From an optimization exercise on the open Yosys and OpenROAD flow, aimed at small area, a short achievable clock period and few clock cycles; shortcuts taken in it are not production practice. Function was checked by simulation only, so behaviour that the tests miss may differ from the original. Power figures rest on the tool's default switching activity, not on a simulated workload.

File: design.v
module wopr_fb (
    input  wire        clk,
    input  wire        rst,         
    input  wire        cmd_valid,
    output wire        cmd_ready,
    input  wire [63:0] cmd,
    output reg         rsp_valid,
    output wire [63:0] rsp
);
    localparam W = 96;
    localparam H = 8;
    localparam OP_NOP      = 8'h00;
    localparam OP_SETPIXEL = 8'h01;
    localparam OP_GETPIXEL = 8'h02;
    localparam OP_SHIFT    = 8'h03;
    localparam OP_REGIONOF = 8'h04;
    localparam OP_RUN      = 8'h10;
    localparam OP_HALT     = 8'h11;
    localparam OP_RDSTATUS = 8'h12;
    localparam M_NONE = 2'd0;    
    localparam M_FILL = 2'd1;    
    localparam M_STEP = 2'd2;    
    localparam M_MOD  = 2'd3;    
    reg [2:0]   errflags;    
    reg         run;
    reg         rst_q;
    reg         rdy;
    reg         hv;
    reg [63:0]  hc;
    assign cmd_ready = rdy;
    reg         p_v;         
    reg         p_first;     
    reg [1:0]   p_mode;
    reg [6:0]   p_x0, p_x1, p_w;
    reg [2:0]   p_y0, p_y1;
    reg         p_right;     
    reg         p_wrap;
    reg         p_val;       
    reg         p_neg;
    reg [6:0]   p_cnt;       
    reg [15:0]  p_s;         
    reg [6:0]   p_rem;       
    reg [2:0]   p_dcnt;      
    reg         p_modf;      
    reg [1:0]   p_st;
    reg [2:0]   p_a;
    reg         p_get, p_reg, p_rds, p_run, p_halt;
    reg [1:0]   r_st;
    reg         r_d0, r_d3, r_d8, r_d9, r_d10, r_d11, r_d12;
    reg [4:0]   r_dx;        
    assign rsp = {6'd0, r_st, 24'd0, 1'b0, r_dx, 2'd0, 8'd0,
                  3'd0, r_d12, r_d11, r_d10, r_d9, r_d8, 4'd0, r_d3, 2'd0, r_d0};
    wire [7:0]  op  = hc[63:56];
    wire [7:0]  a   = hc[55:48];
    wire [7:0]  cx  = hc[47:40];
    wire [7:0]  cy  = hc[39:32];
    wire [7:0]  cw  = hc[31:24];
    wire [7:0]  ch  = hc[23:16];
    wire [15:0] cs  = hc[15:0];
    wire z_a   = (a == 8'd0);
    wire z_a71 = (a[7:1] == 7'd0);
    wire z_xy  = (hc[47:32] == 16'd0);
    wire z_lo  = (hc[31:0] == 32'd0);
    wire is_nop  = (op == OP_NOP)      && z_a && z_xy && z_lo;
    wire is_set  = (op == OP_SETPIXEL) && z_a71 && z_lo;
    wire is_get  = (op == OP_GETPIXEL) && z_a && z_lo;
    wire is_sh   = (op == OP_SHIFT)    && z_a71;
    wire is_reg  = (op == OP_REGIONOF) && z_xy && z_lo;
    wire is_run  = (op == OP_RUN)      && z_a && z_xy && z_lo;
    wire is_halt = (op == OP_HALT)     && z_a && z_xy && z_lo;
    wire is_rds  = (op == OP_RDSTATUS) && z_a && z_xy && z_lo;
    wire legal   = is_nop | is_set | is_get | is_sh | is_reg | is_run | is_halt | is_rds;
    wire pix_in = (cx < W) && (cy < H);
    wire win_in = ({1'b0, cx} + {1'b0, cw} <= W) && ({1'b0, cy} + {1'b0, ch} <= H);
    wire reg_ok = (a < 8'd7);
    wire st_oob = (is_set | is_get) & !pix_in | is_sh & !win_in;
    wire st_unk = is_reg & !reg_ok;
    wire st_ill = !legal;
    wire [1:0] st = st_ill ? 2'd3 : st_unk ? 2'd2 : st_oob ? 2'd1 : 2'd0;
    wire        wrap   = a[0];
    wire        s_neg  = cs[15];
    wire [15:0] s_mag  = s_neg ? (16'd0 - cs) : cs;
    wire        s_big  = (s_mag >= {8'd0, cw});
    wire        sh_go  = is_sh && win_in && (cw != 8'd0) && (ch != 8'd0) && (cs != 16'd0);
    wire [6:0]  k      = s_mag[6:0];                     
    wire        flip   = wrap && ({k, 1'b0} > {1'b0, cw[6:0]});
    wire [6:0]  nstep  = flip ? (cw[6:0] - k) : k;
    wire        right0 = !s_neg ^ flip;
    wire        sh_clr = sh_go && !wrap && s_big;        
    wire        sh_mv  = sh_go && !s_big;                
    wire        sh_mod = sh_go && wrap && s_big;
    wire [6:0]  hx1    = cx[6:0] + cw[6:0] - 7'd1;
    wire [2:0]  hy1    = cy[2:0] + ch[2:0] - 3'd1;
    reg  [2:0]  dhi;
    integer t;
    always @(*) begin
        dhi = 3'd0;
        for (t = 1; t < 8; t = t + 1)
            if (s_mag[2*t +: 2] != 2'd0) dhi = t;
    end
    wire [15:0] s_al = s_mag << {(3'd7 - dhi), 1'b0};
    wire        set_ok = is_set && pix_in;
    wire [1:0]  d_mode = (set_ok || sh_clr) ? M_FILL :
                         sh_mv  ? M_STEP :
                         sh_mod ? M_MOD  : M_NONE;
    wire        d_multi = (sh_mv && nstep != 7'd1) || sh_mod;
    wire       e_fill  = p_v && (p_mode == M_FILL);
    wire       e_step  = p_v && (p_mode == M_STEP);
    wire       e_right = e_step && p_right;
    wire       e_left  = e_step && !p_right;
    wire       e_act   = e_fill || e_step;
    wire [5:0]  h0_eq, h0_gt, h1_eq, h1_lt;
    wire [15:0] l0_eq, l0_ge, l1_eq, l1_le;
    genvar c, r;
    generate
        for (c = 0; c < 6; c = c + 1) begin : g_hi
            assign h0_eq[c] = (p_x0[6:4] == c);
            assign h0_gt[c] = (p_x0[6:4] <  c);
            assign h1_eq[c] = (p_x1[6:4] == c);
            assign h1_lt[c] = (p_x1[6:4] >  c);
        end
        for (c = 0; c < 16; c = c + 1) begin : g_lo
            assign l0_eq[c] = (p_x0[3:0] == c);
            assign l0_ge[c] = (p_x0[3:0] <= c);
            assign l1_eq[c] = (p_x1[3:0] == c);
            assign l1_le[c] = (p_x1[3:0] >= c);
        end
    endgenerate
    wire [W-1:0] rd1h, sl, sr, sv, en;
    generate
        for (c = 0; c < W; c = c + 1) begin : g_col
            wire ge0 = h0_gt[c / 16] | h0_eq[c / 16] & l0_ge[c % 16];
            wire le1 = h1_lt[c / 16] | h1_eq[c / 16] & l1_le[c % 16];
            wire is0 = h0_eq[c / 16] & l0_eq[c % 16];
            wire is1 = h1_eq[c / 16] & l1_eq[c % 16];
            wire win = ge0 & le1;
            assign rd1h[c] = p_right ? is1 : is0;
            assign sl[c] = e_right & win & !is0;
            assign sr[c] = e_left  & win & !is1;
            assign sv[c] = e_fill & win | e_right & is0 | e_left & is1;
            assign en[c] = e_act & win;
        end
    endgenerate
    wire [H-1:0] fill_r;
    generate
        for (r = 0; r < H; r = r + 1) begin : g_row
            reg  [W-1:0] q;
            wire [W-1:0] pol = {(W/2){2'b10}};
            wire [W-1:0] pix = q ^ pol;
            assign fill_r[r] = |(pix & rd1h);
            wire act_r = (r >= p_y0) & (r <= p_y1);
            wire v_r   = e_fill ? p_val : (p_wrap & fill_r[r]);
            wire [W+1:0] ext = {1'b1, q, 1'b1};    
            integer j;
            always @(posedge clk)
                for (j = 0; j < W; j = j + 1)
                    if (act_r & en[j])
                        q[j] <= ~(sl[j] & ext[j] | sr[j] & ext[j + 2] |
                                  sv[j] & (v_r ^ ~pol[j]));
        end
    endgenerate
    reg [7:0] m_r;
    always @(*) begin
        m_r = {1'b0, p_rem};
        for (t = 0; t < 2; t = t + 1) begin
            m_r = {m_r[6:0], p_s[15 - t]};
            if (m_r >= {1'b0, p_w})
                m_r = m_r - {1'b0, p_w};
        end
    end
    wire       mf_flip  = ({p_rem, 1'b0} > {1'b0, p_w});
    wire [6:0] mf_steps = mf_flip ? (p_w - p_rem) : p_rem;
    wire p_last = (p_mode == M_NONE) || (p_mode == M_FILL) ||
                  (p_mode == M_STEP && p_cnt == 7'd1) ||
                  (p_mode == M_MOD && p_modf && p_rem == 7'd0);
    wire p_free = !p_v || p_last;
    wire xfer   = hv && p_free;
    wire hv_n   = (rdy && cmd_valid) || (hv && !xfer);
    wire pf_n   = rst_q ? 1'b1 : xfer ? !d_multi :
                  (!p_v || p_last) ? 1'b1 :
                  (p_mode == M_STEP) ? (p_cnt == 7'd2) : 1'b0;
    wire        pix = fill_r[p_y0];
    reg  [31:0] region;
    always @(*) begin
        case (p_a)
            3'd0:    region = {8'd0,  8'd0, 8'd24, 8'd8};
            3'd1:    region = {8'd24, 8'd0, 8'd12, 8'd8};
            3'd2:    region = {8'd36, 8'd0, 8'd4,  8'd8};
            3'd3:    region = {8'd40, 8'd0, 8'd24, 8'd8};
            3'd4:    region = {8'd64, 8'd0, 8'd12, 8'd8};
            3'd5:    region = {8'd76, 8'd0, 8'd4,  8'd8};
            default: region = {8'd80, 8'd0, 8'd16, 8'd8};
        endcase
    end
    wire [31:0] dreg = p_reg ? region : 32'd0;
    wire        ans  = p_v && p_first && !rst_q;
    wire hc_load = !hv || p_free;
    always @(posedge clk) begin
        rst_q <= rst;
        if (hc_load)
            hc <= cmd;
        if (rst) begin
            rdy       <= 1'b1;
            hv        <= 1'b0;
            rsp_valid <= 1'b0;
            errflags  <= 3'd0;
            run       <= 1'b1;
        end else begin
            hv        <= hv_n;
            rdy       <= !hv_n || pf_n;
            rsp_valid <= ans;
            if (ans) begin
                if (p_st == 2'd1) errflags[0] <= 1'b1;
                if (p_st == 2'd2) errflags[1] <= 1'b1;
                if (p_st == 2'd3) errflags[2] <= 1'b1;
                if (p_run)  run <= 1'b1;
                if (p_halt) run <= 1'b0;
            end
        end
        if (rst_q) begin
            p_v       <= 1'b1;
            p_first   <= 1'b0;
            p_mode    <= M_FILL;
            p_x0      <= 7'd0;
            p_x1      <= 7'd95;
            p_y0      <= 3'd0;
            p_y1      <= 3'd7;
            p_val     <= 1'b0;
            p_right   <= 1'b0;
        end else begin
            if (xfer) begin
                p_v     <= 1'b1;
                p_first <= 1'b1;
                p_mode  <= d_mode;
                p_x0    <= cx[6:0];
                p_x1    <= is_sh ? hx1 : cx[6:0];
                p_y0    <= cy[2:0];
                p_y1    <= is_sh ? hy1 : cy[2:0];
                p_val   <= a[0] && set_ok;
                p_right <= right0;
            end else begin
                p_first <= 1'b0;
                if (p_free)
                    p_v <= 1'b0;
                if (p_mode == M_MOD && p_modf) begin
                    p_mode  <= M_STEP;
                    p_right <= !p_neg ^ mf_flip;
                end
            end
        end
        if (xfer) begin
            p_w     <= cw[6:0];
            p_wrap  <= wrap;
            p_neg   <= s_neg;
            p_cnt   <= nstep;
            p_s     <= s_al;
            p_rem   <= 7'd0;
            p_dcnt  <= dhi;
            p_modf  <= 1'b0;
            p_st    <= st;
            p_a     <= a[2:0];
            p_get   <= is_get && pix_in;
            p_reg   <= is_reg && reg_ok;
            p_rds   <= is_rds;
            p_run   <= is_run;
            p_halt  <= is_halt;
        end else if (p_mode == M_STEP) begin
            p_cnt <= p_cnt - 7'd1;
        end else if (p_mode == M_MOD) begin
            if (!p_modf) begin
                p_rem  <= m_r[6:0];
                p_s    <= {p_s[13:0], 2'd0};
                p_dcnt <= p_dcnt - 3'd1;
                p_modf <= (p_dcnt == 3'd0);
            end else begin
                p_cnt <= mf_steps;
            end
        end
        if (ans) begin
            r_st  <= p_st;
            r_d0  <= (p_get && pix) || (p_rds && run);
            r_d3  <= dreg[3];
            r_d8  <= (p_rds && errflags[0]);
            r_d9  <= (p_rds && errflags[1]);
            r_d10 <= dreg[10] || (p_rds && errflags[2]);
            r_d11 <= dreg[11];
            r_d12 <= dreg[12];
            r_dx  <= dreg[30:26];
        end
    end
endmodule
File: flow/run.sh
#!/bin/bash
# Own layout flow: the standard flow (standard.sh) with the standard
# synthesis unchanged, then the layout steps with
#   * the I/O port buffers as buf_2 cells instead of the default pick,
#   * clock tree synthesis without dummy balancing loads.
# Each step's full output goes to its own log file in this folder.
set -euo pipefail
bash standard.sh synth > synth.log 2>&1
bash standard.sh \
  "BUFFER_PORTS_ARGS=-buffer_cell sky130_fd_sc_hd__buf_2" \
  "CTS_ARGS=-sink_clustering_enable -repair_clock_nets -dont_use_dummy_load" \
  finish > layout.log 2>&1
File: standard.sh
#!/bin/bash
# synth_recipe.tcl (not shown) runs the flow's synth.tcl, then flattens the netlist and writes it again
# the make line also repeats each setting of config.mk as NAME=value (left out here)
make -C /OpenROAD-flow-scripts/flow DESIGN_CONFIG=/design/flow/config.mk WORK_HOME=/design/flow/orfs CLKGATE_MAP_FILE= SYNTH_SCRIPT=/design/flow/synth_recipe.tcl "${@:-finish}"
File: config.mk
export PLATFORM = sky130hd
export DESIGN_NAME = wopr_fb
export DESIGN_NICKNAME = wopr_fb
export VERILOG_FILES = /design/flow/design.v
export SDC_FILE = /design/flow/constraint.sdc
export NUM_CORES = 4
export LEC_CHECK = 0
export CAP_MARGIN = 20
export CELL_PAD_IN_SITES_DETAIL_PLACEMENT = 1
export CELL_PAD_IN_SITES_GLOBAL_PLACEMENT = 2
export CORE_MARGIN = 2
export CORE_UTILIZATION = 50
export GPL_ROUTABILITY_DRIVEN = 1
export SLEW_MARGIN = 20
File: constraint.sdc
create_clock -name core_clock -period 34.0 [get_ports {clk}]
set_input_delay 6.8000 -clock core_clock [delete_from_list [all_inputs] [get_ports {clk}]]
set_output_delay 6.8000 -clock core_clock [all_outputs]
set_load 0.01 [all_outputs]
==> flow_summary.json, run 1 <==
{
  "status": "stopped before the end",
  "stop_stage": "global routing (5_1_grt)",
  "tool.error": "[ERROR GRT-0116] Global routing finished with congestion. Check the congestion regions in the DRC Viewer.",
  "htreeDepth": 3,
  "grt_pass1_vias": 63800,
  "syn_area_um2": 55600,
  "place.gp.congestion": 1.58,
  "die_h_um": 337,
  "initial_core_util": 0.503,
  "postCtsSetupBuffers": 0,
  "yosysWarnings": 1,
  "fp.dieW_um": 337,
  "hold_buffers": 0,
  "ctsResizeCount": 0,
  "cts.root.buffer_cell": "clkbuf_16",
  "grt_pass1_wl_um": 577000,
  "cts.sinks": 932,
  "rows": 122,
  "synthFlopType": "edfxtp_1",
  "async_flop_share": 0,
  "grt_max_degree": 66,
  "ios": 133,
  "dp_cells": 6667,
  "overflow": 232,
  "hpwl_um": 279000,
  "pre_cts_ws_ns": 26.60,
  "synth-edff-count": 890,
  "avgSynthCellArea_um2": 10.4,
  "synth_cell_types": 84,
  "seq_area_frac_synth": 0.496,
  "grt_use_total": 0.736,
  "io_buffers": 82,
  "cts_buffers": 105,
  "clock_path_buffers": 3,
  "ys_seq_elements": 932,
  "postSynthCellCount": 5370
}
[synthesized netlist by cell type, types with 20 or more instances]
library cell,instances,area [um^2]
a221o_1,30,300
nand2b_1,20,125
inv_1,79,297
a22oi_1,97,728
xor2_1,25,219
a211oi_1,216,1620
buf_1,22,82.6
o21ai_0,96,480
o221ai_1,106,928
buf_4,58,435
o22ai_1,152,951
nor2_1,1009,3790
nand4_1,44,275
edfxtp_1,890,26700
a222oi_1,753,7540
a21oi_1,156,781
dfxtp_1,42,841
a221oi_1,58,508
o211ai_1,21,158
buf_2,62,310
clkbuf_1,385,1450
nor3_1,65,325
xnor2_1,30,263
or2_2,76,475
o2bb2ai_1,29,254
o2111ai_1,28,245
ha_1,76,951
nand3_1,54,270
nor4_1,29,181
a21o_1,34,255
nand2_1,322,1210
[layer usage]
| layer | track usage | overflow |
|---|---|---|
| met2 | 0.839 | 106 |
| met5 | 0.440 | 7 |
| met1 | 0.791 | 15 |
| met4 | 0.607 | 79 |
| met3 | 0.636 | 25 |
[stage by stage]
stage | power (uW) | area (um^2) | hold WS, ns
detailed placement | 2140 | 57800 | 0.453
floorplan | 1800 | 55800 | 0.424
global placement | 2120 | 57700 | 0.440
CTS | 3110 | 60400 | 0.461
[worst min path at each step]
stage | start | end | slack, ns | cells past startpoint
4_1_cts | p_x0[4] | p_x0[4] | 0.46 | 2
3_5_place_dp | p_val | p_val | 0.45 | 2
2_1_floorplan | hc[48] | p_a[0] | 0.42 | 0
3_3_place_gp | p_val | p_val | 0.44 | 2
[kinds of logic after synthesis]
group | after synthesis | share of synthesized area
compound gates | 1894 | 0.283
simple gates | 1783 | 0.144
flops | 932 | 0.496
buf+inv | 611 | 0.0471
fa+ha+maj | 83 | 0.0196
xor+xnor | 55 | 0.00867
mux | 11 | 0.00207
other cells | 1 | 0.0000675
[power groups by stage]
stage	clock network, uW	logic, uW	registers, uW
2_1_floorplan	0	355	1450
3_5_place_dp	0	559	1580
3_3_place_gp	0	538	1580
4_1_cts	991	562	1560
Testbench counts, summed over its fixed seeds: cycles 32,029.
==> run 2, diff against run 1 <==
--- a/design.v
+++ b/design.v
@@ -135,10 +135,10 @@
             wire is1 = h1_eq[c / 16] & l1_eq[c % 16];
             wire win = ge0 & le1;
             assign rd1h[c] = p_right ? is1 : is0;
-            assign sl[c] = e_right & win & !is0;
-            assign sr[c] = e_left  & win & !is1;
-            assign sv[c] = e_fill & win | e_right & is0 | e_left & is1;
-            assign en[c] = e_act & win;
+            assign sl[c] = e_right & !is0;
+            assign sr[c] = e_left  & !is1;
+            assign sv[c] = e_fill | e_right & is0 | e_left & is1;
+            assign en[c] = win;
         end
     endgenerate
     wire [H-1:0] fill_r;
@@ -148,7 +148,7 @@
             wire [W-1:0] pol = {(W/2){2'b10}};
             wire [W-1:0] pix = q ^ pol;
             assign fill_r[r] = |(pix & rd1h);
-            wire act_r = (r >= p_y0) & (r <= p_y1);
+            wire act_r = e_act & (r >= p_y0) & (r <= p_y1);
             wire v_r   = e_fill ? p_val : (p_wrap & fill_r[r]);
             wire [W+1:0] ext = {1'b1, q, 1'b1};    
             integer j;
@@ -252,31 +252,21 @@
             p_w     <= cw[6:0];
             p_wrap  <= wrap;
             p_neg   <= s_neg;
-            p_cnt   <= nstep;
-            p_s     <= s_al;
-            p_rem   <= 7'd0;
-            p_dcnt  <= dhi;
-            p_modf  <= 1'b0;
-            p_st    <= st;
-            p_a     <= a[2:0];
-            p_get   <= is_get && pix_in;
-            p_reg   <= is_reg && reg_ok;
-            p_rds   <= is_rds;
-            p_run   <= is_run;
-            p_halt  <= is_halt;
-        end else if (p_mode == M_STEP) begin
-            p_cnt <= p_cnt - 7'd1;
-        end else if (p_mode == M_MOD) begin
-            if (!p_modf) begin
-                p_rem  <= m_r[6:0];
-                p_s    <= {p_s[13:0], 2'd0};
-                p_dcnt <= p_dcnt - 3'd1;
-                p_modf <= (p_dcnt == 3'd0);
-            end else begin
-                p_cnt <= mf_steps;
-            end
-        end
-        if (ans) begin
+        end
+        p_st    <= st;
+        p_a     <= a[2:0];
+        p_get   <= is_get && pix_in;
+        p_reg   <= is_reg && reg_ok;
+        p_rds   <= is_rds;
+        p_run   <= is_run;
+        p_halt  <= is_halt;
+        p_cnt   <= xfer ? nstep :
+                   (p_mode == M_MOD && p_modf) ? mf_steps : p_cnt - 7'd1;
+        p_s     <= xfer ? s_al : {p_s[13:0], 2'd0};
+        p_rem   <= xfer ? 7'd0 : m_r[6:0];
+        p_dcnt  <= xfer ? dhi  : p_dcnt - 3'd1;
+        p_modf  <= !xfer && (p_dcnt == 3'd0);
+        begin
             r_st  <= p_st;
             r_d0  <= (p_get && pix) || (p_rds && run);
             r_d3  <= dreg[3];
==> config.mk (replaced) <==
export PLATFORM = sky130hd
export DESIGN_NAME = wopr_fb
export DESIGN_NICKNAME = wopr_fb
export VERILOG_FILES = /design/flow/design.v
export SDC_FILE = /design/flow/constraint.sdc
export NUM_CORES = 4
export LEC_CHECK = 0
export CAP_MARGIN = 20
export CELL_PAD_IN_SITES_DETAIL_PLACEMENT = 3
export CELL_PAD_IN_SITES_GLOBAL_PLACEMENT = 6
export CORE_MARGIN = 2
export CORE_UTILIZATION = 20
export GPL_ROUTABILITY_DRIVEN = 1
export SLEW_MARGIN = 20
==> run 2 against run 1 <==
  * The run now finishes clean
  * Synthesized area down 3.4%
  * Synthesized cell count down 5.1%
==> flow_summary.json, run 2 <==
{
  "place.gp.congestion": 1.08,
  "final_cell_mix": "nor2_1 (987), edfxtp_1 (841), a222oi_1 (755)",
  "crit_chain": "buf_2",
  "grt_use_total": 0.351,
  "async_flop_share": 0,
  "clk_latency_ns": 0.88,
  "top_regs": "g_row.q (768), hc (64), p_s (16)",
  "largest-register": "g_row.q",
  "first_pass_iters": 13,
  "yosys.area.top_type_share": 0.470,
  "end_kind": "output pin",
  "synth-edff-count": 841,
  "rows": 190,
  "wl_per_cell_um": 55.8,
  "worstSetupPathType": "register to output pin",
  "vias": 59200,
  "core_area_um2": 267000,
  "ios": 133,
  "fp.dieW_um": 522,
  "vdd_drop_max_v": 0.0000392,
  "hold_class": "register to register",
  "wirelength_um": 494000,
  "hold_viol": 0,
  "cp_slowest_cell": "dfxtp_1",
  "synth_area_leaders": "edfxtp_1 (47%), a222oi_1 (14%), nor2_1 (7.0%)",
  "maxSlewViolCount": 0,
  "hpwl_um": 367000,
  "seq_area_frac_synth": 0.505,
  "dieArea_um2": 273000,
  "synth_cell_types": 87,
  "ant_nets": 0,
  "fmax_mhz": 123,
  "yosysWarnings": 1,
  "htreeDepth": 4,
  "final_nets": 5410,
  "max_stage_delay_ns": 0.34,
  "drt_iter0_drc": 11900,
  "fin_crit_ns": 8.13,
  "syn_area_um2": 53700,
  "skew_ns": 0.0764,
  "maxCapViolations": 0,
  "synthTopCellsByCount": "nor2_1 (1002), edfxtp_1 (841), a222oi_1 (755), a21oi_1 (339), nand2_1 (261)",
  "synthFlopType": "edfxtp_1",
  "avgSynthCellArea_um2": 10.5,
  "vias_per_cell": 6.68,
  "grt_pass1_wl_um": 632000,
  "cts.sinks": 933,
  "yosys.area.top_type": "edfxtp_1",
  "clock_path_buffers": 4,
  "tightest_slew_ns": 1.30,
  "drive_gt1_frac": 0.141,
  "start_kind": "register",
  "min_period_over_period": 0.239,
  "cts_buffers": 143,
  "postCtsSetupBuffers": 0,
  "grt_pass1_vias": 57900,
  "leakagePower_uw": 0.0207,
  "fillers": 30600,
  "die_h_um": 522,
  "power_density_nw_per_um2": 57.6,
  "cp_data_arrival_time_ns": 1.33,
  "setup_tns_ns": 0,
  "ys_seq_elements": 933,
  "path_buf_inv": 1,
  "relSlewSlack": 0.134,
  "drc": 0,
  "overflow": 0,
  "antenna_found_initial": 68,
  "grt_max_degree": 97,
  "yosysMostFrequentCell": "nor2_1",
  "postSynthCellCount": 5094,
  "largest_reg_flops": 768,
  "worstPathMaxFanout": 2,
  "p_total_uw": 3670,
  "ctsResizeCount": 0,
  "io_buffers": 82,
  "path_delay_family": "flip-flops",
  "synthToLayoutAreaGrowth_pct": 18.6,
  "finalSetupViolCount": 0,
  "mostFrequentLayoutCell": "nor2_1",
  "rsz0062_at_grt": "no",
  "initial_core_util": 0.201,
  "cts.root.buffer_cell": "clkbuf_16",
  "clkTransAtPathRegs_ns": 0.05,
  "status": "timing/DRC/antenna clean",
  "cp.required_ns": 27.20,
  "cts_tree": "done",
  "hold_buffers": 0
}
[run 2: through the flow]
step | hold WS (ns) | worst slack [ns] | instances | util | area (um^2)
after CTS | 0.430 | 25.83 | 8803 | 0.237 | 63400
after detailed placement | 0.411 | 26.59 | 8660 | 0.224 | 59800
after floorplan | 0.363 | 26.80 | 5143 | - | 53900
after global routing | 0.430 | 25.81 | 8818 | 0.238 | 63600
after global placement | 0.408 | 26.59 | 8638 | 0.222 | 59400
final | 0.419 | 25.87 | 8851 | 0.238 | 63700
[run 2: cell type report]
type                       count  area (um^2)  share of cell area
multi-input combinational   3694        25200               0.396
timing repair buffer         408         2910              0.0456
tap                         3552         4440              0.0698
clock buffer                 143         3580              0.0562
antenna                       41          103             0.00161
sequential                   933        27100               0.426
inverter                      80          300             0.00472
[run 2: report_power, final]
part           total, uW  switching (uW)  internal, uW
combinational        778             560           218
sequential          1580             193          1390
clock               1310             571           735
[run 2: per-layer routing]
layer	wire length (um)	up-vias	global-route usage	share of wire
met4	38500	50	0.241	0.078
met2	204000	4298	0.502	0.41
met5	345	-	0	0.00070
li1	-	21600	-	-
met1	194000	32000	0.438	0.39
met3	57000	1170	0.128	0.12
[run 2: cell families (layout without fill, tap and decap cells)]
family | count (synthesis) | after routing | share of synthesized area
mux | 23 | 23 | 0.00433
xor+xnor | 55 | 55 | 0.00897
buf+inv | 516 | 631 | 0.0454
fa+ha+maj | 83 | 83 | 0.0203
compound gates | 1887 | 1887 | 0.285
flops | 933 | 933 | 0.505
other cells | 1 | 91 | 0.0000698
simple gates | 1596 | 1596 | 0.131
[run 2: worst paths after layout]
check	start	end	slack, ns	cells past startpoint
worst max-delay path	rdy	cmd_ready	25.87	1
worst min-delay path	p_st[1]	r_st[1]	0.42	0
worst max register to register	p_x0[2]	g_row[7].q[36]	26.52	13
worst min register to register	p_st[1]	r_st[1]	0.42	0
Testbench counts of run 2, summed over its fixed seeds: cycles 32,029.
==> run 3, diff against run 2 <==
==> flow/run.sh (replaced) <==
#!/bin/bash
# Own layout flow: the standard flow (standard.sh) with the standard
# synthesis unchanged, then the layout steps with
#   * the I/O port buffers as buf_2 cells instead of the default pick,
#   * clock tree synthesis without dummy balancing loads and with
#     sink clusters of up to 16 flip-flops within 150 um.
# Each step's full output goes to its own log file in this folder.
set -euo pipefail
bash standard.sh synth > synth.log 2>&1
bash standard.sh \
  "BUFFER_PORTS_ARGS=-buffer_cell sky130_fd_sc_hd__buf_2" \
  "CTS_ARGS=-sink_clustering_enable -repair_clock_nets -dont_use_dummy_load -sink_clustering_size 16 -sink_clustering_max_diameter 150" \
  finish > layout.log 2>&1
==> run 3 against run 2 <==
  * Synthesized area stayed put
  * Critical endpoint unchanged
  * Highest routed layer unchanged
  * Register-to-register slack got worse by 0.03 ns
  * Power is 12% lower
  * Largest power group unchanged
  * Combinational power about the same
==> flow_summary.json, run 3 <==
{
  "core_area_um2": 267000,
  "grt_pass1_wl_um": 628000,
  "skew_ns": 0.0528,
  "setup_tns_ns": 0,
  "ys_seq_elements": 933,
  "start_kind": "register",
  "maxSlewViolCount": 0,
  "async_flop_share": 0,
  "synthTopCellsByCount": "nor2_1 (1002), edfxtp_1 (841), a222oi_1 (755), a21oi_1 (339), nand2_1 (261)",
  "p_int_uw": 1970,
  "postCtsSetupBuffers": 0,
  "fin_cells": 8790,
  "maxCapViolations": 0,
  "switching_share": 0.386,
  "final_cell_mix": "nor2_1 (987), edfxtp_1 (841), a222oi_1 (755)",
  "relSlewSlack": 0.0738,
  "cts.sinks": 933,
  "drt_iter0_drc": 11900,
  "clock_path_buffers": 3,
  "ios": 133,
  "synthFlopType": "edfxtp_1",
  "p_comb_frac": 0.242,
  "finalWorstSetupSlack_ns": 25.96,
  "end_kind": "output pin",
  "drive_gt1_frac": 0.129,
  "grt_pass1_vias": 57100,
  "hold_viol": 0,
  "yosysMostFrequentCell": "nor2_1",
  "path_delay_family": "flip-flops",
  "drc": 0,
  "die_h_um": 522,
  "leakagePower_uw": 0.0198,
  "synthToLayoutAreaGrowth_pct": 15.2,
  "fin_crit_ns": 8.04,
  "wl_per_cell_um": 55.9,
  "top_regs": "g_row.q (768), hc (64), p_s (16)",
  "dp_cells": 8660,
  "finalSetupViolCount": 0,
  "cp_slowest_cell": "dfxtp_1",
  "mostFrequentLayoutCell": "nor2_1",
  "antenna_found_initial": 78,
  "worstHoldPathCells": 0,
  "fmax_mhz": 124,
  "synth_area_leaders": "edfxtp_1 (47%), a222oi_1 (14%), nor2_1 (7.0%)",
  "vias": 58500,
  "seq_area_frac_synth": 0.505,
  "rsz0062_at_grt": "no",
  "ctsResizeCount": 0,
  "postSynthCellCount": 5094,
  "cp.depth": 1,
  "clkTransAtPathRegs_ns": 0.08,
  "vdd_drop_max_v": 0.0000408,
  "overflow": 0,
  "synth_cell_types": 87,
  "worstPathMaxFanout": 2,
  "htreeDepth": 3,
  "min_period_over_period": 0.237,
  "dieArea_um2": 273000,
  "place.gp.congestion": 1.08,
  "grt_use_total": 0.350,
  "clk_latency_ns": 0.78,
  "largest-register": "g_row.q",
  "pre_cts_ws_ns": 26.59,
  "wirelength_um": 492000,
  "p_seq_frac": 0.492,
  "crit_chain": "buf_2",
  "timing.reg2reg.worst_path_depth": 12,
  "power_density_nw_per_um2": 51.8,
  "cts_buffers": 70,
  "yosysWarnings": 1,
  "cp.required_ns": 27.20,
  "fp.dieW_um": 522,
  "hold_class": "register to register",
  "cts.root.buffer_cell": "clkbuf_16",
  "hpwl_um": 367000,
  "hold_buffers": 0,
  "clkPwrFrac": 0.266,
  "syn_area_um2": 53700,
  "tightest_slew_ns": 1.39,
  "p_sw_uw": 1240,
  "place_area_um2": 59800,
  "grt_max_degree": 97,
  "status": "timing/DRC/antenna clean",
  "finalInstanceArea_um2": 61900,
  "initial_core_util": 0.201,
  "yosys.area.top_type": "edfxtp_1",
  "yosys.area.top_type_share": 0.470,
  "synth-edff-count": 841,
  "avgSynthCellArea_um2": 10.5,
  "final_nets": 5335,
  "worstSetupPathType": "register to output pin",
  "max_stage_delay_ns": 0.35,
  "largest_reg_flops": 768,
  "vias_per_cell": 6.66,
  "first_pass_iters": 15,
  "cts_tree": "done",
  "cp_data_arrival_time_ns": 1.24,
  "path_buf_inv": 1,
  "io_buffers": 82,
  "p_total_uw": 3210,
  "ant_nets": 0,
  "rows": 190
}
==> run 3: cell counts after synthesis <==
No cell type changed its count.
==> run 3: logic make-up (layout without fill, tap and decap cells) <==
group / count (synthesis) / count (layout) / share of synthesized area
AOI/OAI and AO/OA: 1887 / 1887 / 0.285
xor gates and xnor gates: 55 / 55 / 0.00897
adders and majority gates: 83 / 83 / 0.0203
buffers and inverters: 516 / 556 / 0.0454
DFF: 933 / 933 / 0.505
muxes: 23 / 23 / 0.00433
other: 1 / 105 / 0.0000698
and+or+nand+nor: 1596 / 1596 / 0.131
==> run 3: final cells by class <==
type                    instances  area, um^2
inverters                      80         300
clock buffers                  70        1750
well taps                    3552        4440
flip-flops and latches        933       27100
diodes                         55         138
fillers                     30700      206000
multi-input cells            3694       25200
repair buffers                406        2890
==> run 3: per-layer routing <==
layer,track usage,vias up,wire (um),share of wire
met5,0,-,319,0.00065
met3,0.120,1096,53800,0.11
met2,0.501,4116,203000,0.41
li1,-,21500,-,-
met4,0.236,52,37500,0.076
met1,0.442,31800,197000,0.40
==> run 3: path summary, 6_finish.rpt <==
kind	startpoint	end	slack [ns]
worst max-delay path	rdy	cmd_ready	25.96
worst min-delay path	p_st[1]	r_st[1]	0.42
worst max register to register	p_x0[2]	g_row[5].q[57]	26.49
worst min register to register	p_st[1]	r_st[1]	0.42
==> run 3: stage by stage <==
step,util,hold WS [ns]
finish,0.231,0.422
global route,0.231,0.433
CTS,0.230,0.424
detailed placement,0.224,0.411
global placement,0.222,0.408
floorplan,-,0.363
==> run 3: power groups by stage <==
stage               combinational, uW  clock [uW]  sequential [uW]
floorplan                         436           0             1450
finish                            776         854             1580
detailed placement                760           0             1590
CTS                               763         873             1570
global route                      815         904             1570
global placement                  735           0             1590
==> run 4, diff against run 3 <==
==> config.mk (replaced) <==
export PLATFORM = sky130hd
export DESIGN_NAME = wopr_fb
export DESIGN_NICKNAME = wopr_fb
export VERILOG_FILES = /design/flow/design.v
export SDC_FILE = /design/flow/constraint.sdc
export NUM_CORES = 4
export LEC_CHECK = 0
export CAP_MARGIN = 20
export CELL_PAD_IN_SITES_DETAIL_PLACEMENT = 2
export CELL_PAD_IN_SITES_GLOBAL_PLACEMENT = 5
export CORE_MARGIN = 2
export CORE_UTILIZATION = 26
export GPL_ROUTABILITY_DRIVEN = 1
export SLEW_MARGIN = 20
==> run 4 against run 3 <==
  * Still clean on timing, DRC and antenna
  * Synthesized cell count unchanged
  * Worst hold slack improved by 0.0060 ns
  * Power down 1.1%
  * Synthesized area did not move
==> flow_summary.json, run 4 <==
{
  "dieArea_um2": 210000,
  "worstSetupPathType": "register to output pin",
  "yosys.area.top_type_share": 0.470,
  "ctsResizeCount": 0,
  "drt_iter0_drc": 13400,
  "fin_cells": 7903,
  "crit_chain": "buf_2",
  "grt_pass1_wl_um": 591000,
  "leakagePower_uw": 0.0197,
  "first_pass_iters": 13,
  "end_kind": "output pin",
  "yosysWarnings": 1,
  "htreeDepth": 3,
  "hold_viol": 0,
  "synth_cell_types": 87,
  "cp_slowest_cell": "dfxtp_1",
  "ys_seq_elements": 933,
  "io_buffers": 82,
  "vias": 59100,
  "synthToLayoutAreaGrowth_pct": 12.6,
  "clk_latency_ns": 0.78,
  "postCtsSetupBuffers": 0,
  "skew_ns": 0.0663,
  "largest_reg_flops": 768,
  "relSlewSlack": 0.0786,
  "worstPathMaxFanout": 2,
  "clock_path_buffers": 3,
  "drc": 0,
  "cts.root.buffer_cell": "clkbuf_16",
  "finalInstanceArea_um2": 60400,
  "max_stage_delay_ns": 0.34,
  "cp_data_arrival_time_ns": 1.21,
  "final_nets": 5320,
  "synth_area_leaders": "edfxtp_1 (47%), a222oi_1 (14%), nor2_1 (7.0%)",
  "ios": 133,
  "synthFlopType": "edfxtp_1",
  "setup_tns_ns": 0,
  "wirelength_um": 460000,
  "hold_class": "register to register",
  "mostFrequentLayoutCell": "nor2_1",
  "vias_per_cell": 7.47,
  "clkTransAtPathRegs_ns": 0.07,
  "p_total_uw": 3170,
  "seq_area_frac_synth": 0.505,
  "async_flop_share": 0,
  "cts_buffers": 70,
  "path_buf_inv": 1,
  "cp.required_ns": 27.20,
  "drive_gt1_frac": 0.122,
  "place_area_um2": 58400,
  "finalSetupViolCount": 0,
  "rsz0062_at_grt": "no",
  "syn_area_um2": 53700,
  "grt_max_degree": 62,
  "synthTopCellsByCount": "nor2_1 (1002), edfxtp_1 (841), a222oi_1 (755), a21oi_1 (339), nand2_1 (261)",
  "dp_cells": 7779,
  "min_period_over_period": 0.235,
  "avgSynthCellArea_um2": 10.5,
  "ant_nets": 0,
  "postSynthCellCount": 5094,
  "final_cell_mix": "nor2_1 (987), edfxtp_1 (841), a222oi_1 (755)",
  "maxSlewViolCount": 0,
  "yosys.area.top_type": "edfxtp_1",
  "initial_core_util": 0.262,
  "hold_buffers": 0,
  "start_kind": "register",
  "power_density_nw_per_um2": 52.5,
  "status": "timing/DRC/antenna clean",
  "r2r_setup_slack_ns": 26.01,
  "grt_use_total": 0.423,
  "fin_crit_ns": 8.01,
  "maxCapViolations": 0,
  "wl_per_cell_um": 58.2,
  "top_regs": "g_row.q (768), hc (64), p_s (16)",
  "fmax_mhz": 125,
  "grt_pass1_vias": 56100,
  "cts.sinks": 933,
  "path_delay_family": "flip-flops",
  "largest-register": "g_row.q",
  "rows": 166,
  "synth-edff-count": 841,
  "antenna_found_initial": 69,
  "cts_tree": "done",
  "hpwl_um": 343000,
  "fp.dieW_um": 458,
  "vdd_drop_max_v": 0.0000474,
  "overflow": 0,
  "core_area_um2": 205000,
  "tightest_slew_ns": 1.38,
  "place.gp.congestion": 1.09,
  "die_h_um": 458,
  "yosysMostFrequentCell": "nor2_1"
}
[run 4: routing by layer]
layer,GRT usage,wire [um],vias up
met3,0.163,59900,1229
met1,0.539,177000,31400
li1,-,-,21500
met4,0.282,36400,36
met5,0.00873,589,-
met2,0.588,186000,4924
[run 4: kinds of logic after synthesis]
kind of cell             synth area share
multiplexers                      0.00433
other                           0.0000698
buffers and inverters              0.0454
adder cells (fa/ha/maj)            0.0203
AO/OA/AOI/OAI                       0.285
XOR/XNOR                          0.00897
AND/OR/NAND/NOR                     0.131
flip-flops                          0.505
[run 4: where the power goes]
| part | total [uW] | internal (uW) | leakage [uW] | switching (uW) |
|---|---|---|---|---|
| Clock | 839 | 366 | 0.000863 | 473 |
| Sequential | 1570 | 1380 | 0.00799 | 190 |
| Combinational | 758 | 216 | 0.0108 | 543 |
[run 4: final timing paths]
check | start | to | cells past startpoint
worst max-delay path | rdy | cmd_ready | 1
worst min-delay path | p_st[1] | r_st[1] | 0
worst max register to register | p_x1[5] | g_row[2].q[52] | 13
worst min register to register | p_st[1] | r_st[1] | 0
[run 4: final cells by class]
cell class,instances,area (um^2)
flip-flops and latches,933,27100
diodes,47,118
multi-input cells,3694,25100
fillers,22100,145000
well taps,2688,3360
clock buffers,70,1750
repair buffers,391,2730
inverters,80,300
[run 4: metrics by stage]
stage | util | hold WS [ns] | setup WS [ns]
2_1_floorplan | - | 0.363 | 26.80
3_3_place_gp | 0.284 | 0.400 | 25.34
3_5_place_dp | 0.285 | 0.410 | 26.60
4_1_cts | 0.294 | 0.421 | 25.95
5_1_grt | 0.294 | 0.434 | 25.95
6_report | 0.295 | 0.428 | 25.99

## separate check: timing with driven ports
The flow's constraints put no driver on any port. The routed layouts listed below were extracted and timed again, unchanged, in two steps.
Step 1 (the two cells are an assumption about what drives the block):
set clk [get_ports {clk}]
set_driving_cell -lib_cell sky130_fd_sc_hd__clkbuf_16 $clk
set_driving_cell -lib_cell sky130_fd_sc_hd__buf_2 [delete_from_list [all_inputs] $clk]
Step 2, shift: input delay + t, output delay - t, t = (earliest + latest rising clock arrival at the registers) / 2. This alone moves slack from input paths to output paths.
a / b / c = ideal ports / drivers / drivers and shift; a / b = the first two.
| run | shift t [ns] | setup slack, ns | worst hold slack (ns) |
|---|---|---|---|
| run 2 | 0.933 | 25.872 / 25.780 / 26.522 | 0.419 / 0.419 / 0.419 |
| run 3 | 0.853 | 25.957 / 25.853 / 26.487 | 0.422 / 0.422 / 0.422 |
| run 4 | 0.842 | 25.993 / 25.895 / 26.005 | 0.428 / 0.428 / 0.428 |
After both steps setup and hold are still met in every run listed.
